From an optimization exercise on the open Yosys and OpenROAD flow, aimed at small area and few clock cycles; shortcuts taken in it are not production practice. At most, simulation tests tie the RTL to the original design; equivalence was not proved. Power and IR drop assume default switching activity.

==> flow/design.v (excerpt) <==
module djtag_core (
    input  wire         clk,
    input  wire         rst,
    input  wire         rx_valid,
    input  wire [6:0]   rx_len,
    input  wire [511:0] rx_data,
    output wire         rx_take,
    output wire         tx_valid,
    output wire [6:0]   tx_len,
    output wire [511:0] tx_data,
    input  wire         tx_ready,
    output reg          tck_o,
    output reg          tdi_o,
    output reg          tms_o,
    input  wire         tdo_i,
    output reg          trst_oe,
    output reg          srst_oe
);
Settings: LEC_CHECK=0, CAP_MARGIN=20, CORE_MARGIN=2, CORE_UTILIZATION=20, CTS_BUF_LIST=sky130_fd_sc_hd__clkbuf_8, SLEW_MARGIN=20, SYNTH_HIERARCHICAL=1; clock period 10.0 ns.
standard.sh (not shown) runs the stock make flow with config.mk's settings and CLKGATE_MAP_FILE= SYNTH_SCRIPT=/design/flow/synth_recipe.tcl, a recipe that flattens the netlist after the stock synthesis.
==> flow/flow/run.sh <==
#!/bin/bash
# The standard layout, with the smallest buffer (buf_1) on every port
# instead of the one buffer_ports picks by default.
set -uo pipefail
bash standard.sh "BUFFER_PORTS_ARGS=-buffer_cell sky130_fd_sc_hd__buf_1" finish > standard.log 2>&1
==> next run, changes <==
--- a/flow/config.mk
+++ b/flow/config.mk
@@ -9,4 +9,4 @@
 export CORE_MARGIN = 2
-export CORE_UTILIZATION = 20
-export CTS_BUF_LIST = sky130_fd_sc_hd__clkbuf_8
+export CORE_UTILIZATION = 40
+export CTS_BUF_LIST = sky130_fd_sc_hd__clkbuf_4
 export SLEW_MARGIN = 20
After rerunning:
- This time the run stopped in 3_2_place_iop with PPL-0024
- area after synthesis stays the same
- synthesized cell count is unchanged
==> next run, changes <==
--- a/flow/config.mk
+++ b/flow/config.mk
@@ -9,4 +9,7 @@
 export CORE_MARGIN = 2
-export CORE_UTILIZATION = 40
-export CTS_BUF_LIST = sky130_fd_sc_hd__clkbuf_4
+export CORE_UTILIZATION = 20
+export CTS_BUF_LIST = sky130_fd_sc_hd__clkbuf_16
+export CTS_CLUSTER_DIAMETER = 150
+export CTS_CLUSTER_SIZE = 30
+export GPL_TIMING_DRIVEN = 0
 export SLEW_MARGIN = 20
Result:
- Now the flow produced a clean layout
- synthesized cell count does not change
- area after synthesis stays the same
No run of this note included a check of the RTL's function; only the layout flow was run.

* * *

== Q ==
Another version of the RTL of djtag_core (not shown whole).
For scale: roughly 1900 cells after synthesis, roughly 590 flip-flops, roughly 1100 I/O pins.
clock: 10.0 ns
lec_check: 0
cap_margin: 20
core_margin: 2
core_utilization: 20
slew_margin: 20
Scripts as last shown in full above: flow/flow/run.sh
Q was carried through to the last stage, and its layout satisfied the timing, design-rule and antenna checks.
Testbench counts of Q, summed over its fixed seeds: cycles 2,787,457.
[inputs] T vs Q
==> flow/run.sh (new file) <==
#!/bin/bash
# synth_recipe.tcl (not shown) runs the flow's synth.tcl, then flattens the netlist and writes it again
# the make line also repeats each setting of config.mk as NAME=value (left out here)
make -C /OpenROAD-flow-scripts/flow DESIGN_CONFIG=/design/flow/config.mk WORK_HOME=/design/flow/orfs CLKGATE_MAP_FILE= SYNTH_SCRIPT=/design/flow/synth_recipe.tcl finish
removed: flow/flow/run.sh
removed: flow/standard.sh
==> comparison <==
- Critical path data required time of T is on par with Q.
- Cmp Q and T / cell count / higher: T
- Area share of xor/xnor cells in the synthesized design came out exactly the same in Q and T.

* * *

djtag_core, a different RTL version from the one above (not shown whole).
Size in the first run: ~1,600 cells after synthesis, about 600 flip-flops, ~1,100 I/O pins.
Settings: LEC_CHECK=0, CAP_MARGIN=20, CORE_MARGIN=2, CORE_UTILIZATION=20, CTS_CLUSTER_DIAMETER=100, CTS_CLUSTER_SIZE=25, GPL_TIMING_DRIVEN=0, SLEW_MARGIN=20, SYNTH_HIERARCHICAL=1; clock period 10.0 ns.
==> flow/flow/run.sh <==
#!/bin/bash
# The standard layout, with the smallest buffer (buf_1) on every port
# instead of the one buffer_ports picks by default, and the buffers that
# synthesis inserted removed at floorplan (repair_design re-buffers the nets
# that need it once the cells are placed).
set -uo pipefail
bash standard.sh "BUFFER_PORTS_ARGS=-buffer_cell sky130_fd_sc_hd__buf_1" \
    REMOVE_ABC_BUFFERS=1 finish > standard.log 2>&1
The starting point completed without violations.
Then changed:
==> flow/flow/run.sh (replaced) <==
#!/bin/bash
# The standard layout, with the smallest buffer (buf_1) on every port
# instead of the one buffer_ports picks by default, the buffers that
# synthesis inserted removed at floorplan (repair_design re-buffers the nets
# that need it once the cells are placed), and the inputs on the left edge,
# the outputs on the right edge, one routing track apart.
set -uo pipefail
bash standard.sh "BUFFER_PORTS_ARGS=-buffer_cell sky130_fd_sc_hd__buf_1" \
    REMOVE_ABC_BUFFERS=1 \
    "PLACE_PINS_ARGS=-min_distance 1 -min_distance_in_tracks" \
    "PRE_IO_PLACEMENT_TCL=$PWD/flow/pins.tcl" finish > standard.log 2>&1
==> flow/flow/pins.tcl (new file) <==
# All inputs on the left edge, all outputs on the right edge: the packet
# read port gathers at the left, the response buffer at the right.
set_io_pin_constraint -direction input -region left:*
set_io_pin_constraint -direction output -region right:*
- CTS_CLUSTER_SIZE: 25 -> 20
Now the flow stopped in I/O pin placement (3_2_place_iop).
Synthesized cell count is unchanged.
Synthesized area does not change.
Function was not checked in any run of this note: the RTL went through the layout flow alone.

* * *

Setup of run 1:
Another version of the RTL of djtag_core (not shown whole).
Size: roughly 1600 cells after synthesis, ~600 flip-flops, ~1100 I/O pins, roughly 0.025 sq mm of cells after synthesis.
clock: 10.0 ns
lec_check: 0
cap_margin: 20
core_margin: 2
core_utilization: 20
cts_cluster_diameter: 100
cts_cluster_size: 25
gpl_timing_driven: 0
slew_margin: 20
synth_hierarchical: 1
==> flow/flow/run.sh <==
#!/bin/bash
# The standard layout, with the smallest buffer (buf_1) on every port
# instead of the one buffer_ports picks by default, the buffers that
# synthesis inserted removed at floorplan (repair_design re-buffers the nets
# that need it once the cells are placed), and rx_data and tx_data each kept
# to one corner of the die.
set -uo pipefail
bash standard.sh "BUFFER_PORTS_ARGS=-buffer_cell sky130_fd_sc_hd__buf_1" \
    REMOVE_ABC_BUFFERS=1 \
    "PRE_IO_PLACEMENT_TCL=$PWD/flow/pins.tcl" finish > standard.log 2>&1
==> flow/flow/pins.tcl <==
# rx_data on the left and bottom edges, tx_data on the right and top edges:
# the packet read port gathers at the bottom left, the response buffer at
# the top right.  The other ports go where the placer puts them.
foreach {bus edge0 edge1} {rx_data left bottom tx_data right top} {
  set lo {}
  set hi {}
  for {set i 0} {$i < 256} {incr i} {
    lappend lo "${bus}\[$i\]"
    lappend hi "${bus}\[[expr {$i + 256}]\]"
  }
  set_io_pin_constraint -pin_names $lo -region ${edge0}:*
  set_io_pin_constraint -pin_names $hi -region ${edge1}:*
}
Run 1 went all the way through synthesis, placement and routing and the layout is clean on timing, DRC and antenna.
Testbench counts of run 1, summed over its fixed seeds: cycles 2,784,847.
Input changes introduced in run 2 (baseline for comparison: run 1):
-- flow/config.mk --
<<< run 1, line 11
export CTS_CLUSTER_DIAMETER = 100
export CTS_CLUSTER_SIZE = 25
>>> run 2, line 11
export CTS_BUF_LIST = sky130_fd_sc_hd__clkbuf_8
export CTS_CLUSTER_DIAMETER = 80
export CTS_CLUSTER_SIZE = 16
==> run summary <==
- Run 2 and run 1 ended up with roughly the same core occupancy in the finished layout.
- Sequential share of layout area across run 2 and run 1: no real change.
- ~same global routing usage on met2 in run 2 and run 1
- Going from run 1 to run 2, clock buffer count from CTS grew by more than half.
- Delta (run 2 minus run 1): maximum frequency level; critical path depth moved up; wire length on met2 moved down; routed wire length moved up.
- Run 2 ends up with a global-route total usage across every layer that is 0.21 points higher than in run 1.
- Looking at power, run 2 sits below run 1.
#### Input delta (run 3 over run 2)
-- flow/config.mk --
<<< run 2, line 11
export CTS_BUF_LIST = sky130_fd_sc_hd__clkbuf_8
export CTS_CLUSTER_DIAMETER = 80
export CTS_CLUSTER_SIZE = 16
>>> run 3, line 11
export CTS_CLUSTER_DIAMETER = 100
export CTS_CLUSTER_SIZE = 20
--- outcome ---
Number of well taps essentially unchanged between run 2 and run 3. Diff run 2 -> run 3: total wire length after detailed routing closely matched the old numbers, number of antenna violations at the first check in global routing now smaller. From run 2 to run 3 the numbers moved as follows: clock network power share went up by 3.1 points; cell area rose by 0.79%; setup slack comparable; delay contributed by the slowest stage of the critical path neither gained nor lost much; count of boundary I/O pins flat. Looking at critical path depth, run 3 sits 1 below run 2. Total power went up by a few percent going from run 2 to run 3. In summary, run 3 completed successfully, with a layout that passed the timing, design-rule and antenna checks. The final design utilization in run 3 sits 0.21 points above the value recorded for run 2.

* * *

== lane 1 ==
Starting RTL as in the previous note.
Design djtag_core, start of the top module:
module djtag_core (
    input  wire         clk,
    input  wire         rst,
    input  wire         rx_valid,
    input  wire [6:0]   rx_len,
    input  wire [511:0] rx_data,
    output wire         rx_take,
    output wire         tx_valid,
    output wire [6:0]   tx_len,
    output wire [511:0] tx_data,
    input  wire         tx_ready,
    output reg          tck_o,
    output reg          tdi_o,
    output reg          tms_o,
    input  wire         tdo_i,
    output reg          trst_oe,
    output reg          srst_oe
);
Settings: LEC_CHECK=0, CAP_MARGIN=10, CORE_MARGIN=2, CORE_UTILIZATION=20, CTS_CLUSTER_DIAMETER=100, CTS_CLUSTER_SIZE=25, GPL_TIMING_DRIVEN=0, SLEW_MARGIN=10, SYNTH_HIERARCHICAL=1; clock period 10.0 ns.
Scripts as last shown in full above: flow/flow/run.sh, flow/flow/pins.tcl
Lane 1: no failed stages, no open violations at the end
Testbench counts of lane 1, summed over its fixed seeds: cycles 2,784,847.
Modified inputs, lane 2 compared to lane 1
# lane 1
export LEC_CHECK = 0
export CAP_MARGIN = 10
export CORE_MARGIN = 2
export CORE_UTILIZATION = 20
export CTS_CLUSTER_DIAMETER = 100
export CTS_CLUSTER_SIZE = 25
export GPL_TIMING_DRIVEN = 0
export SLEW_MARGIN = 10
export SYNTH_HIERARCHICAL = 1
create_clock -name core_clock -period 10.0 [get_ports {clk}]
# lane 2
export LEC_CHECK = 0
export CAP_MARGIN = 10
export CORE_MARGIN = 2
export CORE_UTILIZATION = 20
export CTS_BUF_LIST = sky130_fd_sc_hd__clkbuf_8
export CTS_CLUSTER_DIAMETER = 80
export CTS_CLUSTER_SIZE = 16
export GPL_TIMING_DRIVEN = 0
export SLEW_MARGIN = 10
export SYNTH_HIERARCHICAL = 1
create_clock -name core_clock -period 10.0 [get_ports {clk}]
### Flow results
- Vias per cell ends up higher on lane 1.
- Diff lane 1..lane 2 | count of nets left with antenna violations after detail routing | unchanged
- Against lane 1, lane 2 comes in 0.066 ns lower on worst setup slack.

-- separate check: timing with driven ports --
The flow's constraints put no driver on any port. The routed layouts listed below were extracted and timed again, unchanged, in two steps. Step 1, drivers: a clkbuf_16 drives clk and a buf_2 each remaining input, both assumed. Step 2, shift: input delay + t, output delay - t, t = (earliest + latest rising clock arrival at the registers) / 2. This alone moves slack from input paths to output paths. Slacks: ideal ports / drivers / drivers and shift; pairs: ideal ports / drivers.
run | shift t [ns] | setup WS [ns] | cell pins on the clock port's net
the first run of note 1 | 0.774 | 0.557 / 0.557 / 0.063 | 1
the third run of note 1 | 0.662 | 0.183 / 0.209 / -0.453 | 1
Q | 0.695 | 1.837 / 1.838 / 1.164 | 1
T | 0.705 | 1.617 / 1.647 / 0.943 | 1
the first run of note 3 | 0.625 | 0.310 / 0.310 / 0.310 | 1
run 1 | 0.706 | 1.989 / 1.989 / 1.692 | 1
run 2 | 0.738 | 1.972 / 1.972 / 1.674 | 1
run 3 | 0.651 | 1.971 / 1.971 / 1.642 | 1
lane 1 | 0.700 | 1.659 / 1.659 / 1.241 | 1
lane 2 | 0.744 | 1.593 / 1.593 / 1.212 | 1
Met with ideal ports but missed after step 2: setup timing in the third run of note 1. For T, which loses most, drivers alone change the setup slack by +0.030 ns; drivers and shift together by -0.674 ns.
